This is an optimization exercise on Yosys and OpenROAD, whose aim is small area, a short achievable clock period and few clock cycles per item, not a production implementation. The RTL was checked by simulation tests, not by an equivalence proof against the original design. Power is estimated from default activity; no workload was simulated.

[flow/flow/run.sh]
#!/bin/bash
# The standard layout, with plain buffers on the ports (instead of the
# delay-cell buffers the resizer picks by default) and repair_timing aiming
# for extra setup slack.  Each tool's output goes to the ORFS logs; make's
# own output goes to standard.log here.
set -euo pipefail
export BUFFER_PORTS_ARGS="-buffer_cell sky130_fd_sc_hd__buf_2"
export SETUP_SLACK_MARGIN=6.9
bash standard.sh > standard.log 2>&1
[flow/standard.sh]
#!/bin/bash
# synth_recipe.tcl (not shown) runs the flow's synth.tcl, then flattens the netlist and writes it again
# the make line also repeats each setting of config.mk as NAME=value (left out here)
make -C /OpenROAD-flow-scripts/flow DESIGN_CONFIG=/design/flow/config.mk WORK_HOME=/design/flow/orfs CLKGATE_MAP_FILE= SYNTH_SCRIPT=/design/flow/synth_recipe.tcl "${@:-finish}"
[flow/config.mk]
export PLATFORM = sky130hd
export DESIGN_NAME = xb64_engine
export DESIGN_NICKNAME = xb64_engine
export VERILOG_FILES = /design/flow/design.v
export SDC_FILE = /design/flow/constraint.sdc
export NUM_CORES = 4
export LEC_CHECK = 0
export CAP_MARGIN = 20
export CORE_MARGIN = 2
export CORE_UTILIZATION = 40
export CTS_BUF_LIST = sky130_fd_sc_hd__clkbuf_16
export CTS_CLUSTER_DIAMETER = 80
export CTS_CLUSTER_SIZE = 30
export SLEW_MARGIN = 20
export TNS_END_PERCENT = 10
[flow/constraint.sdc]
create_clock -name core_clock -period 10.0 [get_ports {clk}]
set_input_delay 2.0000 -clock core_clock [delete_from_list [all_inputs] [get_ports {clk}]]
set_output_delay 2.0000 -clock core_clock [all_outputs]
set_load 0.01 [all_outputs]
[flow/design.v]
module xb64_engine (
    input  wire        clk,
    input  wire        rst,
    input  wire        cmd_valid,
    output wire        cmd_ready,
    input  wire [2:0]  cmd_op,
    input  wire [4:0]  cmd_klen,
    input  wire [7:0]  cmd_tlen,
    input  wire        in_valid,
    output wire        in_ready,
    input  wire [7:0]  in_data,
    output wire        out_valid,
    input  wire        out_ready,
    output wire [7:0]  out_data,
    output wire        done,
    output wire [2:0]  err_code,
    output wire [15:0] err_info
);
    localparam [7:0] PAD = 8'h3d;    
    function [7:0] b64_sym(input [5:0] v);
        case (v)
        6'd0: b64_sym = 8'h41;
        6'd1: b64_sym = 8'h42;
        6'd2: b64_sym = 8'h43;
        6'd3: b64_sym = 8'h44;
        6'd4: b64_sym = 8'h45;
        6'd5: b64_sym = 8'h46;
        6'd6: b64_sym = 8'h47;
        6'd7: b64_sym = 8'h48;
        6'd8: b64_sym = 8'h49;
        6'd9: b64_sym = 8'h4a;
        6'd10: b64_sym = 8'h4b;
        6'd11: b64_sym = 8'h4c;
        6'd12: b64_sym = 8'h4d;
        6'd13: b64_sym = 8'h4e;
        6'd14: b64_sym = 8'h4f;
        6'd15: b64_sym = 8'h50;
        6'd16: b64_sym = 8'h51;
        6'd17: b64_sym = 8'h52;
        6'd18: b64_sym = 8'h53;
        6'd19: b64_sym = 8'h54;
        6'd20: b64_sym = 8'h55;
        6'd21: b64_sym = 8'h56;
        6'd22: b64_sym = 8'h57;
        6'd23: b64_sym = 8'h58;
        6'd24: b64_sym = 8'h59;
        6'd25: b64_sym = 8'h5a;
        6'd26: b64_sym = 8'h61;
        6'd27: b64_sym = 8'h62;
        6'd28: b64_sym = 8'h63;
        6'd29: b64_sym = 8'h64;
        6'd30: b64_sym = 8'h65;
        6'd31: b64_sym = 8'h66;
        6'd32: b64_sym = 8'h67;
        6'd33: b64_sym = 8'h68;
        6'd34: b64_sym = 8'h69;
        6'd35: b64_sym = 8'h6a;
        6'd36: b64_sym = 8'h6b;
        6'd37: b64_sym = 8'h6c;
        6'd38: b64_sym = 8'h6d;
        6'd39: b64_sym = 8'h6e;
        6'd40: b64_sym = 8'h6f;
        6'd41: b64_sym = 8'h70;
        6'd42: b64_sym = 8'h71;
        6'd43: b64_sym = 8'h72;
        6'd44: b64_sym = 8'h73;
        6'd45: b64_sym = 8'h74;
        6'd46: b64_sym = 8'h75;
        6'd47: b64_sym = 8'h76;
        6'd48: b64_sym = 8'h77;
        6'd49: b64_sym = 8'h78;
        6'd50: b64_sym = 8'h79;
        6'd51: b64_sym = 8'h7a;
        6'd52: b64_sym = 8'h30;
        6'd53: b64_sym = 8'h31;
        6'd54: b64_sym = 8'h32;
        6'd55: b64_sym = 8'h33;
        6'd56: b64_sym = 8'h34;
        6'd57: b64_sym = 8'h35;
        6'd58: b64_sym = 8'h36;
        6'd59: b64_sym = 8'h37;
        6'd60: b64_sym = 8'h38;
        6'd61: b64_sym = 8'h39;
        6'd62: b64_sym = 8'h2b;
        6'd63: b64_sym = 8'h2f;
        default: b64_sym = 8'h2f;
        endcase
    endfunction
    function [6:0] b64_dec(input [7:0] b);
        if (b >= 8'h41 && b <= 8'h5a)      b64_dec = {1'b1, b[5:0] - 6'd1};    
        else if (b >= 8'h61 && b <= 8'h7a) b64_dec = {1'b1, b[5:0] - 6'd7};    
        else if (b >= 8'h30 && b <= 8'h39) b64_dec = {1'b1, b[5:0] + 6'd4};    
        else if (b == 8'h2b)               b64_dec = {1'b1, 6'd62};
        else if (b == 8'h2f)               b64_dec = {1'b1, 6'd63};
        else                               b64_dec = 7'd0;
    endfunction
    reg         idle, pkey, ptxt;    
    reg         f_bad;       
    reg         m_key;       
    reg         m_enc;       
    reg         m_dec;       
    reg         m_sil;       
    reg         f_ekey;      
    reg         f_elen;      
    reg [7:0]   rem;         
    reg         tdone;       
    reg         tlast;       
    reg [7:0]   tcnt;        
    reg [247:0] ring;        
    reg [7:0]   kreg;        
    reg [4:0]   q;           
    reg         qz;          
    reg [4:0]   c;           
    reg [4:0]   p0;          
    reg [4:0]   plast;       
    reg         kfirst;      
    reg [7:0]   a;           
    reg         av;
    reg         ir;          
    reg [7:0]   o, s;        
    reg         ov, sv;
    reg [1:0]   gp;          
    reg         padm;        
    reg [23:0]  g;           
    reg         em;          
    reg [1:0]   e;           
    reg [1:0]   elast;       
    reg         dead;        
    reg         prevpad;     
    reg [1:0]   pcnt;        
    reg [7:0]   r;           
    reg [2:0]   code_r;
    reg [15:0]  info_r;
    reg         dpend;       
    reg         done_r;
    assign cmd_ready = idle;
    assign in_ready  = ir;
    assign out_valid = ov;
    assign out_data  = o;
    assign done      = done_r;
    assign err_code  = code_r;
    assign err_info  = info_r;
    wire cmd_fire = cmd_valid && idle;
    wire c_bad  = cmd_op[2] && (cmd_op[1] || cmd_op[0]);
    wire c_xk   = (cmd_op == 3'd0) || (cmd_op == 3'd1) || (cmd_op == 3'd4);
    wire c_ekey = c_xk && (cmd_klen == 5'd0);
    wire c_elen = (cmd_op == 3'd1 || cmd_op == 3'd3) && (cmd_tlen[1:0] != 2'd0);
    wire c_sil  = c_bad || c_ekey || c_elen;
    wire c_key  = c_xk && !c_ekey;
    wire [7:0] kring = ring[{q, 3'b000} +: 8];
    wire klast = (c == 5'd0);
    wire [4:0] q_dec = (q == 5'd0) ? 5'd30 : q - 5'd1;
    wire [4:0] p0_dec = (p0 == 5'd0) ? 5'd30 : p0 - 5'd1;
    wire [4:0] plast_dec = (plast == 5'd0) ? 5'd30 : plast - 5'd1;
    wire kwrap = (q == plast);       
    wire cons_key = pkey && av && (kfirst || qz);
    wire run   = ptxt && !dpend && !sv;
    wire ehold = (gp == 2'd3) && !padm;      
    wire [6:0] dcl    = b64_dec(a);
    wire       d_pad  = (a == PAD);
    wire       d_sym  = dcl[6];
    wire [5:0] d_idx  = dcl[5:0];
    wire       fg     = (rem[7:3] == 5'd0) && (!rem[2] || rem[1:0] == 2'd0);
    wire       d_late = fg && tcnt[1];                
    wire       bad_prev = tlast && prevpad && !d_pad;  
    wire       bad_here = (!d_sym && !d_pad) || (d_pad && !d_late);
    wire       bad_now  = bad_prev || bad_here;
    wire [7:0] x = a ^ kreg;
    reg  [5:0] esym;
    always @(*) begin
        case (gp)
        2'd0: esym = x[7:2];
        2'd1: esym = tdone ? {g[1:0], 4'd0} : {g[1:0], x[7:4]};
        2'd2: esym = tdone ? {g[3:0], 2'd0} : {g[3:0], x[7:6]};
        default: esym = g[5:0];
        endcase
    end
    wire [7:0] ency = (tdone && padm) ? PAD : b64_sym(esym);
    reg [7:0] gsel;
    always @(*) begin
        case (e)
        2'd0: gsel = g[23:16];
        2'd1: gsel = g[21:14];
        default: gsel = g[19:12];
        endcase
    end
    wire [7:0] y = m_enc ? ency : ((m_dec ? gsel : a) ^ kreg);
    wire avt = av && !tdone;                  
    wire s_sil = run && m_sil;
    wire s_enc = run && m_enc;
    wire s_dec = run && m_dec;
    wire s_xs  = run && !m_sil && !m_enc && !m_dec;
    wire e_cons = s_enc && !ehold && avt;
    wire e_tail = s_enc && tdone && !(gp == 2'd0 && !padm);
    wire e_fin  = s_enc && tdone && ((gp == 2'd0 && !padm) || gp == 2'd3);
    wire emit   = s_dec && em && (tdone || av);
    wire intake = s_dec && avt && (em || 1'b1);
    wire d_fin  = s_dec && tdone && (!em || e == elast);
    wire cons = (s_sil && avt) || (s_xs && avt) || e_cons || intake;
    wire pv   = (s_xs && avt) || (s_enc && ehold) || e_cons || e_tail || emit;
    wire kadv = m_key && ((s_xs && avt) || e_cons || emit);
    wire fin  = (s_sil && tdone) || (s_xs && (tdone || (avt && tlast))) || e_fin || d_fin;
    wire in_fire = in_valid && ir;
    wire ofree   = !ov || out_ready;
    wire dgo     = dpend && !sv && ofree;
    wire av_n     = in_fire || (av && !cons && !cons_key);
    wire sv_n     = sv ? !out_ready : (pv && !ofree);
    wire dpend_n  = fin || (dpend && !dgo);
    wire pkey_n   = idle ? cmd_fire && c_key : (pkey && !(cons_key && klast));
    wire ptxt_n   = idle ? cmd_fire && !c_key : ((ptxt && !fin) || (cons_key && klast));
    wire kfirst_n = idle || (kfirst && !cons_key);
    wire qz_n     = cons_key ? !klast : (q == 5'd1);
    wire klast_n  = idle ? (cmd_klen == 5'd1) : cons_key ? (c == 5'd1) : klast;
    wire tdone_n  = idle ? (c_bad || cmd_tlen == 8'd0) :
                    cons ? tlast : tdone;
    wire tlast_n  = idle ? (!c_bad && cmd_tlen == 8'd1) :
                    cons ? (rem == 8'd2) : tlast;
    reg [1:0] gp_n;
    reg       padm_n;
    always @(*) begin
        gp_n = gp; padm_n = padm;
        if (idle) begin
            gp_n = 2'd0; padm_n = 1'b0;
        end else if (s_enc && ehold) begin
            gp_n = 2'd0;
        end else if (e_cons) begin
            gp_n = gp + 2'd1;
        end else if (e_tail) begin
            gp_n = gp + 2'd1;
            padm_n = !(padm && gp == 2'd3);
        end
    end
    wire ehold_n = (gp_n == 2'd3) && !padm_n;
    wire ir_n = (pkey_n && (!av_n || ((kfirst_n || qz_n) && (!klast_n || !tdone_n)))) ||
                (ptxt_n && !tdone_n &&
                 (!av_n || (!dpend_n && !sv_n && !ehold_n && !tlast_n)));
    always @(posedge clk)
        ring <= {cons_key ? a : ring[7:0], ring[247:8]};
    always @(posedge clk) begin
        if (rst) begin
            idle   <= 1'b1;
            pkey   <= 1'b0;
            ptxt   <= 1'b0;
            av     <= 1'b0;
            ir     <= 1'b0;
            ov     <= 1'b0;
            sv     <= 1'b0;
            dpend  <= 1'b0;
            done_r <= 1'b0;
            em     <= 1'b0;
            gp     <= 2'd0;
            padm   <= 1'b0;
        end else begin
            idle   <= !pkey_n && !ptxt_n;
            pkey   <= pkey_n;
            ptxt   <= ptxt_n;
            av     <= av_n;
            ir     <= ir_n;
            sv     <= sv_n;
            dpend  <= dpend_n;
            done_r <= dgo;
            gp     <= gp_n;
            padm   <= padm_n;
            if (pv && ofree) ov <= 1'b1;
            else if (!sv && out_ready) ov <= 1'b0;
            if (idle) em <= 1'b0;
            else if (emit && e == elast) em <= 1'b0;
            else if (intake && tcnt[1:0] == 2'd3 && !dead && !bad_now) em <= 1'b1;
        end
    end
    always @(posedge clk) begin
        kfirst <= kfirst_n;
        qz     <= qz_n;
        tdone  <= tdone_n;
        tlast  <= tlast_n;
        if (in_fire) a <= in_data;
        if (sv) begin
            if (out_ready) o <= s;
        end else if (pv) begin
            if (ofree) o <= y;
            else       s <= y;
        end
        p0    <= (cons_key && kfirst) ? 5'd30 : p0_dec;
        plast <= (cons_key && klast) ? 5'd30 : plast_dec;
        if (cons_key) begin
            if (kfirst) kreg <= a;
            if (klast) begin
                q <= kfirst ? 5'd30 : p0;
            end else begin
                c <= c - 5'd1;
                q <= 5'd0;
            end
        end else if (kadv) begin
            kreg <= kring;
            if (kwrap) q <= p0_dec;
        end else begin
            q <= q_dec;
        end
        if (cons) begin
            tcnt <= tcnt + 8'd1;
            rem  <= rem - 8'd1;
        end
        if (idle) begin
            f_bad   <= c_bad;
            m_key   <= c_key;
            m_enc   <= !c_sil && (cmd_op == 3'd0 || cmd_op == 3'd2);
            m_dec   <= !c_sil && (cmd_op == 3'd1 || cmd_op == 3'd3);
            m_sil   <= c_sil;
            f_ekey  <= c_ekey;
            f_elen  <= c_elen;
            c       <= c_bad ? {2'd0, cmd_op} : cmd_klen - 5'd1;
            kreg    <= 8'h00;
            rem     <= c_bad ? 8'd0 : cmd_tlen;
            tcnt    <= 8'd0;
            dead    <= 1'b0;
            prevpad <= 1'b0;
            pcnt    <= 2'd0;
        end
        if (e_cons) g[5:0] <= x[5:0];
        if (emit) begin
            g <= {g[17:0], tdone ? 6'd0 : d_idx};
            e <= e + 2'd1;
        end else if (intake) begin
            g <= {g[17:0], d_idx};
        end
        if (intake) begin
            prevpad <= d_pad;
            pcnt    <= !d_pad ? 2'd0 : (pcnt == 2'd3) ? 2'd3 : pcnt + 2'd1;
            if (d_pad && !prevpad) r <= tcnt;
            if (!dead && bad_now) begin
                dead   <= 1'b1;
                code_r <= 3'd2;
                info_r <= bad_prev ? {tcnt[7:2], 2'b10, PAD} : {tcnt, a};
            end
            if (tcnt[1:0] == 2'd3 && !dead && !bad_now) begin
                e     <= 2'd0;
                elast <= !(tlast && d_pad) ? 2'd2 : prevpad ? 2'd0 : 2'd1;
            end
        end
        if (fin) begin
            if (f_bad) begin
                code_r <= 3'd5;
                info_r <= {13'd0, c[2:0]};
            end else if (f_ekey) begin
                code_r <= 3'd3;
                info_r <= 16'd3;
            end else if (f_elen) begin
                code_r <= 3'd2;
                info_r <= {tcnt, 8'h00};
            end else if (m_dec && pcnt == 2'd3) begin
                code_r <= 3'd2;
                info_r <= {r, PAD};
            end else if (!(m_dec && dead)) begin
                code_r <= 3'd0;
                info_r <= 16'd0;
            end
        end
    end
endmodule
==> flow_summary.ini, run 1 <==
[setup_path]
critical_path_arrival_ns = 3.55
crit_type = input pin to flip-flop
worstSetupStartpoint = cmd_op[0]
start_kind = input pin
critical-path-top-delay-family = simple AND/OR/NAND/NOR gates
worstReg2RegStart = a[6]
cpPeakStageDelay_ns = 0.60
endpoint_kind = flip-flop
cp.depth = 5
cp_max_fo = 11
crit_path_top_delay_cell = o21ai_1
crit_buf_inv = 2
r2r_cells = 8
required_ns = 10.38
path_cells = buf_2 -> o21ai_1 -> inv_1 -> or3_1 -> nor3b_1

[logic_synthesis]
synthSimpleGateAreaFrac = 0.101
async_flop_share = 0
synthesis.area_um2 = 15400
synth.top_cell.area_share = 0.406
synth-seq-cells = 399
postSynthAreaPerCell_um2 = 12.1
yosysWarnings = 1
synthMuxAreaShare = 0.129
synthAdderAreaFrac = 0.0259
syn_inst = 1280
synth_top_family_by_area = multiplexers
yosys-top-cells-area = dfxtp_1 (41%), edfxtp_1 (17%), mux4_2 (11%), ha_1 (2.6%), nor2_1 (2.4%)
synth-compound-area-share = 0.111
ys_seq_area_frac = 0.573
synth-edff-count = 86
synth_ff_type = dfxtp_1
yosys.area.top_type = dfxtp_1
syn-num-nets = 1341
yosysUniqueCellTypes = 76
synthXorXnorAreaFrac = 0.0284

[timing]
finalClockSkew_ns = 0.0305
setup_tns_ns = 0
hold_violations = 0
period_needed_ns = 3.17
drv_slew = 0
rsz0062_at_grt = true
fmax_mhz = 316
relSlewSlack = 0.351
fin_crit_sh = 0.317
finalSetupViolations = 0
tightest_slew_ns = 0.973

[drt]
dr.pass1.iters = 5
drc = 0
drt_iter0_markers = 571
drt-total-wl_um = 32500
vias = 9829
post_drt_via_cell_ratio = 5.36
wl_per_cell_um = 17.7
ant_nets = 0

[min_path]
min_path_type = flip-flop to flip-flop
hold_depth = 0
hp-start = ring[115]

[grt]
grt_use_total = 0.160
grt_pass1_wl_um = 52400
antenna_found_initial = 1
gr-total-overflow = 0
grt_pass1_vias = 9522
grt_max_degree = 69

[clock_network]
cts_sinks = 399
clockBufferDepth = 3
cts_inserted_buffers = 18
root_buffer = clkbuf_16
holdBufCountCts = 0
clk_pin_slew_ns = 0.11
cts.htree.levels = 1
cts_tree = done
clkLatencyLatePin_ns = 0.54

[pwr]
power.leakage_nw = 6.33
power_density_nw_per_um2 = 202
peakVddDrop_uv = 180
totalPowerFinal_mw = 3.39

[status]
outcome = no timing/DRC/antenna violations

[die]
die_y_um = 200
rows = 71
die_x_um = 200
ios = 60
start_util = 0.408
core_area_um2 = 37800
dieArea_um2 = 40200

[placed_design]
io_buffers = 59
gp_congestion = 0.837
hpwlAfterDp_um = 22100

[layout]
fin_nets = 1375
drive_gt1_frac = 0.156
final_common_cell = dfxtp_1
final_cell_mix = dfxtp_1 (313), nor2_1 (98), edfxtp_1 (86)
area_delta_synth_final_pct = 8.88
fill_cells = 3587

[run]
maxCapViolations = 0
path summary, 6_finish.rpt:
| path | end | slack [ns] |
|---|---|---|
| worst min-delay path | ring[107] | 0.34 |
| worst max register to register | o[2] | 6.87 |
| worst max-delay path | m_dec | 6.83 |
| worst min register to register | ring[107] | 0.34 |
cells in the mapped netlist (22+ instances only):
| cell type | count |
|---|---|
| dfxtp_1 | 313 |
| edfxtp_1 | 86 |
| clkbuf_1 | 38 |
| xor2_1 | 29 |
| nand3_1 | 27 |
| o21ai_0 | 48 |
| mux2i_1 | 30 |
| nor2_1 | 98 |
| nand2_1 | 81 |
| mux4_2 | 72 |
| ha_1 | 32 |
| nor3_1 | 22 |
| a21oi_1 | 66 |
| inv_1 | 41 |
cells by family after synthesis:
family,after synthesis
adder cells (fa/ha/maj),32
AO/OA/AOI/OAI,259
buffers and inverters,112
flip-flops,399
multiplexers,108
XOR/XNOR,50
AND/OR/NAND/NOR,320
timing repair:
item	4_1_cts	5_1_grt
buffers inserted	1	14
endpoints found under the setup margin	44	50
resized for setup	3	1
pin swaps	0	1
area by class of cell:
cell class | instances | area [um^2] | share of cell area
sequential | 399 | 8850 | 0.526
multi-input combinational | 769 | 6120 | 0.364
tap | 511 | 639 | 0.0380
timing repair buffer | 84 | 487 | 0.0290
clock buffer | 18 | 450 | 0.0268
inverter | 42 | 158 | 0.00938
clock inverter | 10 | 98.8 | 0.00588
antenna | 1 | 2.50 | 0.000149
sequential cells by signal (all words and copies together), names as in the netlist, 8 cells and up:
name and flops:
r 8, info_r 16, s 8, kreg 8
tcnt 8, a 8, ring 248, rem 8
g 24, o 8
where the power goes:
group	switching, mW	internal [mW]	leakage [nW]
Clock	0.507	0.347	0.282
Combinational	0.383	0.305	2.72
Sequential	0.106	1.74	3.33
per-layer routing:
metal  wire (um)  vias up  track usage  part of all wire
li1            -     4747            -                 -
met1       15800     4837        0.238              0.49
met2       14600      213        0.252              0.45
met3        1580       32       0.0188             0.049
met4         538        0       0.0336             0.017
met5           0        -            0                 0
per-stage QoR:
stage,utilization,area [um^2],setup WS [ns],hold WS [ns],instances
after floorplan,-,15400,6.64,0.326,1280
after global placement,0.426,16100,6.07,0.329,1790
after detailed placement,0.426,16100,5.90,0.331,1790
after CTS,0.441,16700,6.61,0.349,1819
after global routing,0.444,16800,6.68,0.354,1834
final,0.444,16800,6.83,0.344,1834
Testbench counts, summed over its fixed seeds: cycles 27,994, bytes 23,804.
==> run 2: changes to the inputs <==
--- a/flow/config.mk
+++ b/flow/config.mk
@@ -14,2 +14 @@
 export SLEW_MARGIN = 20
-export TNS_END_PERCENT = 10
==> run 2 against run 1 <==
- hold slack improved by 0.0017 ns
- sequential share of layout area fell by 0.43 points
- clock power barely moved
- still clean on timing, DRC and antenna
- clock-buffer cell count did not move
- combinational power rose by 3.8%
- via count rose by 0.73%
- area after synthesis did not move
- power rose by 0.35%
- final cell count rose by 0.44%
- critical path type is now flip-flop to primary output
- sequential power barely moved
==> flow_summary.ini, run 2 <==
[status]
outcome = no timing/DRC/antenna violations

[logic_synthesis]
synthSimpleGateAreaFrac = 0.101
ys_top_cells_by_count = dfxtp_1 (313), nor2_1 (98), edfxtp_1 (86)
yosysWarnings = 1
synth_ff_type = dfxtp_1
postSynthAreaPerCell_um2 = 12.1
yosysMostFrequentCell = dfxtp_1
synthesis.area_um2 = 15400
synth.top_cell.area_share = 0.406
syn-num-nets = 1341
synthAdderAreaFrac = 0.0259
ys_seq_area_frac = 0.573
yosysUniqueCellTypes = 76
synth-compound-area-share = 0.111
yosys-top-cells-area = dfxtp_1 (41%), edfxtp_1 (17%), mux4_2 (11%), ha_1 (2.6%), nor2_1 (2.4%)
synth-seq-cells = 399
synth_top_family_by_area = multiplexers
yosys.area.top_type = dfxtp_1
synthXorXnorAreaFrac = 0.0284
async_flop_share = 0
synthMuxAreaShare = 0.129
synth-edff-count = 86
syn_inst = 1280

[clock_network]
clk_pin_slew_ns = 0.12
cts_sinks = 399
clkLatencyLatePin_ns = 0.54
cts_tree = done
cts.htree.levels = 1
holdBufCountCts = 0
clockBufferDepth = 3
cts_inserted_buffers = 18
root_buffer = clkbuf_16

[setup_path]
required_ns = 8.00
r2r_cells = 5
start_kind = flip-flop
crit_type = flip-flop to primary output
critical_path_arrival_ns = 1.14
r2r-end = g[1]
endpoint_kind = primary output
cp_max_fo = 2
reg2reg_slack_ns = 7.09
worstReg2RegStart = sv

[layout]
stdcell_count = 1842
seq_area_um2 = 8860
area_delta_synth_final_pct = 9.88
top_regs = ring: 248 flops, g: 24 flops, info_r: 16 flops
multi_input_area_um2 = 6140
fill_cells = 3562
fin_util = 0.448
fin_nets = 1384
largest_reg_flops = 248
drive_gt1_frac = 0.170
top_register = ring
final_common_cell = dfxtp_1
final_cell_mix = dfxtp_1 (309), nor2_1 (98), edfxtp_1 (86)

[timing]
finalClockSkew_ns = 0.0312
relSlewSlack = 0.335
fin_crit_sh = 0.314
drv_slew = 0
setup_tns_ns = 0
fmax_mhz = 319
hold_violations = 0
rsz0062_at_grt = true
finalSetupViolations = 0
tightest_slew_ns = 0.998
period_needed_ns = 3.14
layout_setup_ws_ns = 6.86

[pwr]
power.leakage_nw = 6.40
totalPowerFinal_mw = 3.40
peakVddDrop_uv = 219
power_density_nw_per_um2 = 200

[drt]
wl_per_cell_um = 17.8
drt_iter0_markers = 624
dr.pass1.iters = 5
vias = 9901
ant_nets = 0
drt-total-wl_um = 32700
drc = 0
post_drt_via_cell_ratio = 5.38

[run]
maxCapViolations = 0

[die]
start_util = 0.408
ios = 60
dieArea_um2 = 40200
die_y_um = 200
core_area_um2 = 37800
die_x_um = 200
rows = 71

[placed_design]
gp_congestion = 0.835
io_buffers = 59
hpwlAfterDp_um = 21800
dp_cells = 1790
pre_cts_slack_ns = 6.03

[min_path]
min_path_type = flip-flop to flip-flop
min_to = ring[1]
hold_depth = 0
hp-start = ring[9]

[grt]
grt_pass1_vias = 9554
grt_use_total = 0.161
gr-total-overflow = 0
grt_max_degree = 69
grt_pass1_wl_um = 52800
antenna_found_initial = 1
run 2: cell counts after synthesis:
Identical to the previous run, type by type.
run 2: final cells by class:
cell class,count,area share
antenna,1,0.000148
tap,511,0.0377
clock inverter,9,0.00516
timing repair buffer,93,0.0367
multi-input combinational,769,0.362
inverter,42,0.00929
clock buffer,18,0.0266
sequential,399,0.522
run 2: cells by family (layout without fill, tap and decap cells):
kind of cell               after synthesis  count (layout)
adders and majority gates               32              32
muxes                                  108             108
xor gates and xnor gates                50              50
DFF                                    399             399
buffers and inverters                  112             162
other                                    0               1
AOI/OAI and AO/OA                      259             259
and+or+nand+nor                        320             320
run 2: where the power goes:
| group | internal, mW | switching [mW] |
|---|---|---|
| Clock | 0.346 | 0.507 |
| Combinational | 0.318 | 0.395 |
| Sequential | 1.74 | 0.0937 |
| Total | 2.41 | 0.995 |
run 2: per-layer routing:
metal | global-route usage | vias to the layer above | share of wire
met5 | 0 | - | 0
met4 | 0.0397 | 0 | 0.022
met3 | 0.0195 | 45 | 0.041
met2 | 0.251 | 224 | 0.45
met1 | 0.240 | 4853 | 0.49
li1 | - | 4779 | -
run 2: per-stage QoR:
stage               hold slack (ns)  area (um^2)
floorplan                     0.326        15400
detailed placement            0.332        16100
global placement              0.329        16100
finish                        0.346        17000
CTS                           0.345        16900
global route                  0.345        17000
run 2: how the worst max path moves through the flow:
stage / startpoint / endpoint / slack (ns)
after floorplan: cmd_tlen[3] / ir / 6.64
after global placement: cmd_op[0] / m_dec / 6.06
after detailed placement: cmd_op[0] / m_dec / 6.03
after CTS: idle / cmd_ready / 6.85
after global routing: idle / cmd_ready / 6.83
final: idle / cmd_ready / 6.86
run 2: worst max-delay path, cell delays in order (launching register included):
cell     delay [ns]
dfxtp_4        0.37
buf_12         0.12
buf_6          0.11
run 2: repair_timing:
item                                    in CTS  in global routing
gates cloned                                 2                  0
gates resized for setup                     11                 11
buffers inserted                            13                  9
pin swaps                                    1                  0
endpoints found under the setup margin      44                 28
==> run 3: changes to the inputs <==
==> flow/flow/run.sh (replaced) <==
#!/bin/bash
# The standard layout, with plain buffers on the ports, repair_timing
# aiming for extra setup slack, and clock tree options.  Each tool's output
# goes to the ORFS logs; make's own output goes to standard.log here.
set -euo pipefail
export BUFFER_PORTS_ARGS="-buffer_cell sky130_fd_sc_hd__buf_2"
export SETUP_SLACK_MARGIN=6.9
export CTS_ARGS="-sink_clustering_enable -repair_clock_nets -sink_clustering_size 30 -sink_clustering_max_diameter 80 -buf_list sky130_fd_sc_hd__clkbuf_16 -distance_between_buffers 1000 -branching_point_buffers_distance 1000"
bash standard.sh > standard.log 2>&1
==> run 3 against run 2 <==
- via count stayed put
- area after synthesis did not move
- maximum frequency did not move
- worst setup slack unchanged
- die area is the same
- clock skew unchanged
- clock-buffer cell count did not move
- wire length stayed put
- final cell count unchanged
- global-route usage stayed put
- critical path depth is the same
- critical endpoint unchanged
==> flow_summary.ini, run 3 <==
[setup_path]
required_ns = 8.00
reg2reg_slack_ns = 7.09
start_kind = flip-flop
crit_type = flip-flop to primary output
cp_max_fo = 2
crit_path_top_delay_cell = dfxtp_4
crit_buf_inv = 2
cpPeakStageDelay_ns = 0.37
critical-path-top-delay-family = flip-flops
critical_path_arrival_ns = 1.14
path_cells = buf_12 -> buf_6
endpoint_kind = primary output

[logic_synthesis]
yosysWarnings = 1
synth.top_cell.area_share = 0.406
syn_inst = 1280
yosys.area.top_type = dfxtp_1
synth_ff_type = dfxtp_1
syn-num-nets = 1341
ys_top_cells_by_count = dfxtp_1 (313), nor2_1 (98), edfxtp_1 (86)
ys_seq_area_frac = 0.573
yosysUniqueCellTypes = 76
synth-seq-cells = 399
synthesis.area_um2 = 15400
yosysMostFrequentCell = dfxtp_1
postSynthAreaPerCell_um2 = 12.1
yosys-top-cells-area = dfxtp_1 (41%), edfxtp_1 (17%), mux4_2 (11%), ha_1 (2.6%), nor2_1 (2.4%)
async_flop_share = 0
synth-edff-count = 86

[placed_design]
pre_cts_slack_ns = 6.03
dp_cells = 1790
hpwlAfterDp_um = 21800
gp_congestion = 0.835
dpl_cell_area_um2 = 16100
io_buffers = 59

[clock_network]
clk_pin_slew_ns = 0.12
clkLatencyLatePin_ns = 0.54
cts.htree.levels = 1
cts_tree = done
cts_inserted_buffers = 18
cts_sinks = 399
clockBufferDepth = 3
root_buffer = clkbuf_16

[grt]
antenna_found_initial = 1
grt_pass1_wl_um = 52800
grt_pass1_vias = 9554
grt_use_total = 0.161
gr-total-overflow = 0
grt_max_degree = 69

[layout]
top_register = ring
stdcell_count = 1842
largest_reg_flops = 248
area_delta_synth_final_pct = 9.88
final_cell_mix = dfxtp_1 (309), nor2_1 (98), edfxtp_1 (86)
fin_util = 0.448
final_common_cell = dfxtp_1
drive_gt1_frac = 0.170
fill_cells = 3562
top_regs = ring: 248 flops, g: 24 flops, info_r: 16 flops
postLayoutCellArea_um2 = 17000
fin_nets = 1384

[drt]
drt_iter0_markers = 624
drt-total-wl_um = 32700
vias = 9901
post_drt_via_cell_ratio = 5.38
drc = 0
ant_nets = 0
dr.pass1.iters = 5
wl_per_cell_um = 17.8

[die]
start_util = 0.408
ios = 60
rows = 71
die_y_um = 200
die_x_um = 200
dieArea_um2 = 40200
core_area_um2 = 37800

[timing]
drv_slew = 0
relSlewSlack = 0.335
holdWs_ns = 0.346
finalSetupViolations = 0
rsz0062_at_grt = true
period_needed_ns = 3.14
fin_crit_sh = 0.314
finalClockSkew_ns = 0.0312
tightest_slew_ns = 0.998
fmax_mhz = 319
hold_violations = 0
layout_setup_ws_ns = 6.86
setup_tns_ns = 0

[min_path]
min_path_type = flip-flop to flip-flop

[pwr]
power_density_nw_per_um2 = 200
totalPowerFinal_mw = 3.40
power.leakage_nw = 6.40
peakVddDrop_uv = 219

[run]
maxCapViolations = 0

[status]
outcome = no timing/DRC/antenna violations
==> run 3: cell counts after synthesis <==
Identical to the previous run, type by type.
==> run 3: cells by family (layout without fill, tap and decap cells) <==
kind of cell,Yosys count,after routing,synth area share
multiplexers,108,108,0.129
XOR/XNOR,50,50,0.0284
other,0,1,0
flip-flops,399,399,0.573
AO/OA/AOI/OAI,259,259,0.111
AND/OR/NAND/NOR,320,320,0.101
buffers and inverters,112,162,0.0319
adder cells (fa/ha/maj),32,32,0.0259
==> run 3: cell type report <==
type,count,area (um^2),share of cell area
Inverter,42,158,0.00929
Clock buffer,18,450,0.0266
Timing Repair Buffer,93,623,0.0367
Multi-Input combinational cell,769,6140,0.362
Tap cell,511,639,0.0377
Clock inverter,9,87.6,0.00516
Antenna cell,1,2.50,0.000148
Sequential cell,399,8860,0.522
==> run 3: path summary, 6_finish.rpt <==
path	from	to	depth (start not counted)
worst min-delay path	ring[9]	ring[1]	0
worst max register to register	sv	g[1]	5
worst max-delay path	idle	cmd_ready	2
worst min register to register	ring[9]	ring[1]	0
==> run 3: power breakdown <==
group | switching [mW] | internal [mW]
Combinational | 0.395 | 0.318
Clock | 0.507 | 0.346
Sequential | 0.0937 | 1.74
==> run 3: repair_timing <==
action	4_1_cts	5_1_grt
endpoints found under the setup margin	44	28
resized for setup	11	11
hold buffers	0	0
buffers inserted	13	9
gates cloned	2	0
pin swaps	1	0
==> run 3: metal layers <==
metal / track usage / vias to the layer above / share of wire
met4: 0.0397 / 0 / 0.022
met1: 0.240 / 4853 / 0.49
met5: 0 / - / 0
li1: - / 4779 / -
met3: 0.0195 / 45 / 0.041
met2: 0.251 / 224 / 0.45
==> run 4: changes to the inputs <==
--- a/flow/flow/run.sh
+++ b/flow/flow/run.sh
@@ -7,3 +7,3 @@
 export SETUP_SLACK_MARGIN=6.9
-export CTS_ARGS="-sink_clustering_enable -repair_clock_nets -sink_clustering_size 30 -sink_clustering_max_diameter 80 -buf_list sky130_fd_sc_hd__clkbuf_16 -distance_between_buffers 1000 -branching_point_buffers_distance 1000"
+export CTS_ARGS="-sink_clustering_enable -repair_clock_nets -sink_clustering_size 30 -sink_clustering_max_diameter 80 -buf_list sky130_fd_sc_hd__clkbuf_16 -num_static_layers 1"
 bash standard.sh > standard.log 2>&1
==> run 4 against run 3 <==
- still clean
- die area stayed put
- first-iteration DRC count is 0.80% lower
- power about the same
- wire length grew 0.19%
- synthesized cell count unchanged
- clock skew increased by 0.0016 ns
- sequential share of layout area unchanged
- clock-buffer cell count unchanged
- global-route usage about the same
- sequential cell count is the same
- via count barely moved
- critical path type unchanged
- critical endpoint unchanged
- largest power group unchanged
- highest routed layer unchanged
==> flow_summary.ini, run 4 <==
[logic_synthesis]
yosysUniqueCellTypes = 76
yosysWarnings = 1
synth_ff_type = dfxtp_1
ys_top_cells_by_count = dfxtp_1 (313), nor2_1 (98), edfxtp_1 (86)
synth-edff-count = 86
yosys.area.top_type = dfxtp_1
yosys-top-cells-area = dfxtp_1 (41%), edfxtp_1 (17%), mux4_2 (11%), ha_1 (2.6%), nor2_1 (2.4%)
yosysMostFrequentCell = dfxtp_1
async_flop_share = 0
syn_inst = 1280
synth-seq-cells = 399
synth.top_cell.area_share = 0.406
ys_seq_area_frac = 0.573
synthesis.area_um2 = 15400
postSynthAreaPerCell_um2 = 12.1
syn-num-nets = 1341

[clock_network]
clockBufferDepth = 3
cts_tree = done
cts_inserted_buffers = 18
clk_pin_slew_ns = 0.12
cts_sinks = 399
clkLatencyLatePin_ns = 0.55
cts.htree.levels = 1
root_buffer = clkbuf_16
holdBufCountCts = 0

[timing]
tightest_slew_ns = 0.996
relSlewSlack = 0.336
finalClockSkew_ns = 0.0328
drv_slew = 0
hold_violations = 0
period_needed_ns = 3.14
fmax_mhz = 318
fin_crit_sh = 0.314
setup_tns_ns = 0
finalSetupViolations = 0
rsz0062_at_grt = true

[layout]
final_cell_mix = dfxtp_1 (309), nor2_1 (98), edfxtp_1 (86)
fill_cells = 3565
fin_nets = 1384
top_register = ring
drive_gt1_frac = 0.170
multi_input_area_um2 = 6140
final_common_cell = dfxtp_1
area_delta_synth_final_pct = 9.88
top_regs = ring: 248 flops, g: 24 flops, info_r: 16 flops
largest_reg_flops = 248
fin_util = 0.448
seq_area_um2 = 8860
postLayoutCellArea_um2 = 17000

[setup_path]
start_kind = flip-flop
endpoint_kind = primary output
reg2reg_slack_ns = 7.12
required_ns = 8.00
r2r-end = o[1]
critical_path_arrival_ns = 1.14
r2r_cells = 9
crit_type = flip-flop to primary output
cp_max_fo = 2
worstReg2RegStart = a[7]

[min_path]
min_to = ring[1]
min_path_type = flip-flop to flip-flop
hp-start = ring[9]
hold_depth = 0

[die]
core_area_um2 = 37800
dieArea_um2 = 40200
rows = 71
ios = 60
start_util = 0.408
die_y_um = 200
die_x_um = 200

[grt]
grt_pass1_wl_um = 52700
antenna_found_initial = 1
gr-total-overflow = 0
grt_use_total = 0.161
grt_pass1_vias = 9537
grt_max_degree = 69

[drt]
vias = 9910
drt_iter0_markers = 619
drc = 0
post_drt_via_cell_ratio = 5.38
wl_per_cell_um = 17.8
dr.pass1.iters = 5
ant_nets = 0
drt-total-wl_um = 32800

[pwr]
peakVddDrop_uv = 219
power_density_nw_per_um2 = 201
power.leakage_nw = 6.40

[placed_design]
gp_congestion = 0.835
dpl_cell_area_um2 = 16100
io_buffers = 59
hpwlAfterDp_um = 21800

[run]
maxCapViolations = 0

[status]
outcome = no timing/DRC/antenna violations
-- run 4: cell counts in the layout (fill, tap and decap cells not counted) --
No cell type changed its count.
-- run 4: worst max-delay path by stage --
stage | from | endpoint | slack, ns | cells past startpoint
detailed placement | cmd_op[0] | m_dec | 6.03 | 5
finish | idle | cmd_ready | 6.86 | 2
floorplan | cmd_tlen[3] | ir | 6.64 | 7
global route | idle | cmd_ready | 6.83 | 2
global placement | cmd_op[0] | m_dec | 6.06 | 5
CTS | idle | cmd_ready | 6.85 | 2
-- run 4: kinds of logic after synthesis --
family	Yosys count	share of synthesized area
flops	399	0.573
compound gates	259	0.111
buf+inv	112	0.0319
xor+xnor	50	0.0284
simple gates	320	0.101
fa+ha+maj	32	0.0259
mux	108	0.129
-- run 4: metrics by stage --
| step | setup WS, ns | hold WS (ns) | instances | power, mW |
|---|---|---|---|---|
| global placement | 6.06 | 0.329 | 1790 | 2.56 |
| finish | 6.86 | 0.346 | 1842 | 3.40 |
| floorplan | 6.64 | 0.326 | 1280 | 2.40 |
| global route | 6.83 | 0.345 | 1842 | 3.57 |
| detailed placement | 6.03 | 0.332 | 1790 | 2.57 |
| CTS | 6.85 | 0.345 | 1832 | 3.44 |
-- run 4: what timing repair did --
action	CTS	global route
buffers inserted	13	9
pin swaps	1	0
gates cloned	2	0
gates resized for setup	11	11
setup endpoints to repair	43	26
-- run 4: cell type report --
class / instances / share of cell area
timing repair buffer: 93 / 0.0367
sequential: 399 / 0.522
tap: 511 / 0.0377
clock buffer: 18 / 0.0266
clock inverter: 9 / 0.00516
antenna: 1 / 0.000148
inverter: 42 / 0.00929
multi-input combinational: 769 / 0.362
-- run 4: power by group --
part | leakage, nW | total (mW) | switching [mW] | internal [mW]
registers | 3.33 | 1.84 | 0.0938 | 1.74
clock network | 0.271 | 0.854 | 0.509 | 0.346
logic | 2.80 | 0.713 | 0.395 | 0.318
total | 6.40 | 3.40 | 0.997 | 2.41
-- run 4: worst max-delay path, cell delays in order, from the launching register on --
cell and delay [ns]:
dfxtp_4 0.37, buf_12 0.12, buf_6 0.11
-- run 4: routing by layer --
metal  part of all wire  up-vias  GRT usage
li1                   -     4780          -
met1               0.49     4857      0.239
met2               0.45      231      0.251
met3              0.042       42     0.0218
met4              0.021        0     0.0397
met5                  0        -          0
==> run 5: changes to the inputs <==
--- a/flow/design.v
+++ b/flow/design.v
@@ -233,2 +233,14 @@
     wire ehold_n = (gp_n == 2'd3) && !padm_n;
+    wire gdone    = intake && tcnt[1:0] == 2'd3 && !dead && !bad_now;
+    wire em_n     = !idle && !(emit && e == elast) && (gdone || em);
+    wire eqe_n    = gdone ? (tlast && d_pad && prevpad) :
+                    emit ? (e + 2'd1 == elast) : (e == elast);
+    wire m_sil_n  = idle ? c_sil : m_sil;
+    wire m_enc_n  = idle ? (!c_sil && (cmd_op == 3'd0 || cmd_op == 3'd2)) : m_enc;
+    wire m_dec_n  = idle ? (!c_sil && (cmd_op == 3'd1 || cmd_op == 3'd3)) : m_dec;
+    wire run_n    = ptxt_n && !dpend_n && !sv_n;
+    wire fin_n    = run_n && (m_sil_n ? tdone_n :
+                              m_enc_n ? (tdone_n && ((gp_n == 2'd0 && !padm_n) || gp_n == 2'd3)) :
+                              m_dec_n ? (tdone_n && (!em_n || eqe_n)) :
+                                        (tdone_n || (av_n && tlast_n)));
     wire ir_n = (pkey_n && (!av_n || ((kfirst_n || qz_n) && (!klast_n || !tdone_n)))) ||
@@ -253,3 +265,3 @@
         end else begin
-            idle   <= !pkey_n && !ptxt_n;
+            idle   <= (!pkey_n && !ptxt_n) || fin_n;
             pkey   <= pkey_n;
@@ -267,3 +279,3 @@
             else if (emit && e == elast) em <= 1'b0;
-            else if (intake && tcnt[1:0] == 2'd3 && !dead && !bad_now) em <= 1'b1;
+            else if (gdone) em <= 1'b1;
         end
==> flow/flow/run.sh (replaced) <==
#!/bin/bash
# The standard layout, with plain buffers on the ports (instead of the
# delay-cell buffers the resizer picks by default) and repair_timing aiming
# for extra setup slack.  Each tool's output goes to the ORFS logs; make's
# own output goes to standard.log here.
set -euo pipefail
export BUFFER_PORTS_ARGS="-buffer_cell sky130_fd_sc_hd__buf_2"
export SETUP_SLACK_MARGIN=6.9
bash standard.sh > standard.log 2>&1
==> run 5 against run 4 <==
- critical endpoint unchanged
- power shrank 2.5%
- largest cell class unchanged
- final cell count increased by 1.1%
- still clean on timing, DRC and antenna
- hold slack improved by 0.0019 ns
- clock-buffer cell count did not move
- maximum frequency up 2.6%
- final area is 1.6% higher
- combinational power decreased by 8.1%
- global-route usage increased by 0.23 points
- critical path type unchanged
- clock power is 0.9% lower
- worst setup slack better by 0.080 ns
- highest routed layer unchanged
- area after synthesis is 0.62% higher
- wire length grew 2.9%
==> flow_summary.ini, run 5 <==
[status]
outcome = no timing/DRC/antenna violations

[drt]
vias = 9967
wl_met1_um = 15500
dr.pass1.iters = 5
drt_iter0_markers = 634
drt-total-wl_um = 33700
drc = 0
wl_met3_um = 1350
highest_layer = met4
post_drt_via_cell_ratio = 5.35
dr_wl_met2_um = 16000
wl_per_cell_um = 18.1
ant_nets = 0

[die]
die_x_um = 201
dieArea_um2 = 40400
core_area_um2 = 38500
start_util = 0.404
rows = 72
ios = 60
die_y_um = 201

[clock_network]
cts_tree = done
cts_sinks = 399
clkLatencyLatePin_ns = 0.53
holdBufCountCts = 0
cts.htree.levels = 1
clk_pin_slew_ns = 0.11
cts_inserted_buffers = 18
clockBufferDepth = 3
root_buffer = clkbuf_16

[setup_path]
path_cells = buf_2
cpPeakStageDelay_ns = 0.38
crit_path_top_delay_cell = dfxtp_1
required_ns = 8.00
cp_max_fo = 2
start_kind = flip-flop
crit_buf_inv = 1
crit_type = flip-flop to primary output
critical_path_arrival_ns = 1.06
critical-path-top-delay-family = flip-flops
endpoint_kind = primary output

[timing]
hold_violations = 0
fin_crit_sh = 0.306
holdWs_ns = 0.348
fmax_mhz = 327
setup_tns_ns = 0
drv_slew = 0
tightest_slew_ns = 0.881
period_needed_ns = 3.06
rsz0062_at_grt = true
relSlewSlack = 0.411
layout_setup_ws_ns = 6.94
finalSetupViolations = 0
finalClockSkew_ns = 0.0141

[layout]
stdcell_count = 1862
final_common_cell = dfxtp_1
final_cell_mix = dfxtp_1 (309), nand2_1 (105), edfxtp_1 (83)
largest_reg_flops = 248
area_delta_synth_final_pct = 10.9
fill_cells = 3609
seq_area_um2 = 8830
top_regs = ring: 248 flops, g: 24 flops, info_r: 16 flops
postLayoutCellArea_um2 = 17200
multi_input_area_um2 = 6410
fin_nets = 1398
fin_util = 0.448
top_register = ring
drive_gt1_frac = 0.189
antennaDiodeCount = 0

[placed_design]
dpl_cell_area_um2 = 16300
gp_congestion = 0.864
pre_cts_slack_ns = 6.08
io_buffers = 59
dp_cells = 1809
hpwlAfterDp_um = 23300

[grt]
grt_max_degree = 60
grt_use_total = 0.164
grt_pass1_vias = 9542
grt_pass1_wl_um = 53300
antenna_found_initial = 0
gr-total-overflow = 0

[min_path]
min_path_type = flip-flop to flip-flop

[logic_synthesis]
yosys-top-cells-area = dfxtp_1 (41%), edfxtp_1 (16%), mux4_2 (10%), ha_1 (2.7%), nand2_1 (2.6%)
syn-num-nets = 1352
yosys.area.top_type = dfxtp_1
synth-edff-count = 83
ys_seq_area_frac = 0.568
yosysWarnings = 1
syn_inst = 1290
yosysUniqueCellTypes = 80
yosysMostFrequentCell = dfxtp_1
synth_ff_type = dfxtp_1
synth.top_cell.area_share = 0.407
synth-seq-cells = 399
postSynthAreaPerCell_um2 = 12.0
ys_top_cells_by_count = dfxtp_1 (316), nand2_1 (106), edfxtp_1 (83)
async_flop_share = 0
synthesis.area_um2 = 15500

[pwr]
totalPowerFinal_mw = 3.32
combPwrFrac = 0.197
p_int_mw = 2.35
swShare = 0.291
power_density_nw_per_um2 = 193
power.leakage_nw = 6.38
seqPwrFrac = 0.547
clock_power_share = 0.255
peakVddDrop_uv = 141
switching_power_mw = 0.965

[run]
maxCapViolations = 0
run 5: changes by cell type after synthesis, moves of 5 or more:
cell and delta:
nand3b_1 -6, nand2_1 +25, a31oi_1 +11, nor2_1 -22, or3_1 -9, o21ai_0 +5
o221ai_1 -5, a21oi_1 -10, nand2b_1 -7, xnor2_1 +5
run 5: kinds of logic (layout without fill, tap and decap cells):
| family | after synthesis | in the layout | share of synthesized area |
|---|---|---|---|
| flops | 399 | 399 | 0.568 |
| simple gates | 301 | 302 | 0.0929 |
| compound gates | 276 | 276 | 0.120 |
| buf+inv | 116 | 169 | 0.0318 |
| mux | 111 | 111 | 0.130 |
| xor+xnor | 54 | 54 | 0.0305 |
| fa+ha+maj | 33 | 33 | 0.0266 |
run 5: layer usage:
metal	vias up	global-route usage
met5	-	0
met4	0	0.0455
met3	48	0.0183
met2	223	0.271
met1	4863	0.228
li1	4833	-
run 5: final timing paths:
kind	slack [ns]	from	to	cells past startpoint
max	6.94	idle	cmd_ready	1
min	0.35	ring[206]	ring[198]	0
max reg2reg	7.06	rem[4]	info_r[1]	8
min reg2reg	0.35	ring[206]	ring[198]	0
run 5: power groups by stage:
stage / Combinational [mW] / Sequential [mW] / Clock, mW
2_1_floorplan: 0.517 / 1.81 / 0
3_3_place_gp: 0.650 / 1.85 / 0
3_5_place_dp: 0.653 / 1.85 / 0
4_1_cts: 0.663 / 1.82 / 0.871
5_1_grt: 0.730 / 1.83 / 0.925
6_report: 0.655 / 1.82 / 0.846
run 5: layout make-up:
type                       instances  area share
clock buffer                      18      0.0261
inverter                          46      0.0110
clock inverter                    10     0.00479
tap                              518      0.0376
multi-input combinational        776       0.372
timing repair buffer              95      0.0354
sequential                       399       0.513
run 5: repair_timing:
action | in CTS | in global routing
gates resized for setup | 19 | 27
pin swaps | 3 | 10
setup buffers | 13 | 11
gates cloned | 1 | 0
setup endpoints to repair | 45 | 47
Testbench counts of run 5, summed over its fixed seeds: cycles 27,810, bytes 23,804.

-- separate check: timing with driven ports --
How much do the figures lean on ideal ports? The routed layouts below were timed once more, with nothing changed but the port constraints. Step 1, drivers: a clkbuf_16 drives clk and a buf_2 each remaining input, both assumed. Step 2 also shifts input and output timing later by t, the mid clock arrival at the registers, as if the neighbouring blocks saw the same clock. a / b / c = no drivers / after step 1 / after step 2; a / b = the first two.
run	t, ns	setup WS [ns]	worst slew at a driven data input, ns
run 1	0.581	6.831 / 6.845 / 6.284	0.06
run 2	0.581	6.863 / 6.810 / 6.427	0.06
run 3	0.581	6.863 / 6.810 / 6.427	0.06
run 4	0.581	6.859 / 6.808 / 6.432	0.06
run 5	0.577	6.939 / 6.888 / 6.382	0.04
After both steps every run listed still meets setup and hold. The setup slack of run 5, which loses most, moves by -0.051 ns with the drivers and by -0.557 ns with both steps.
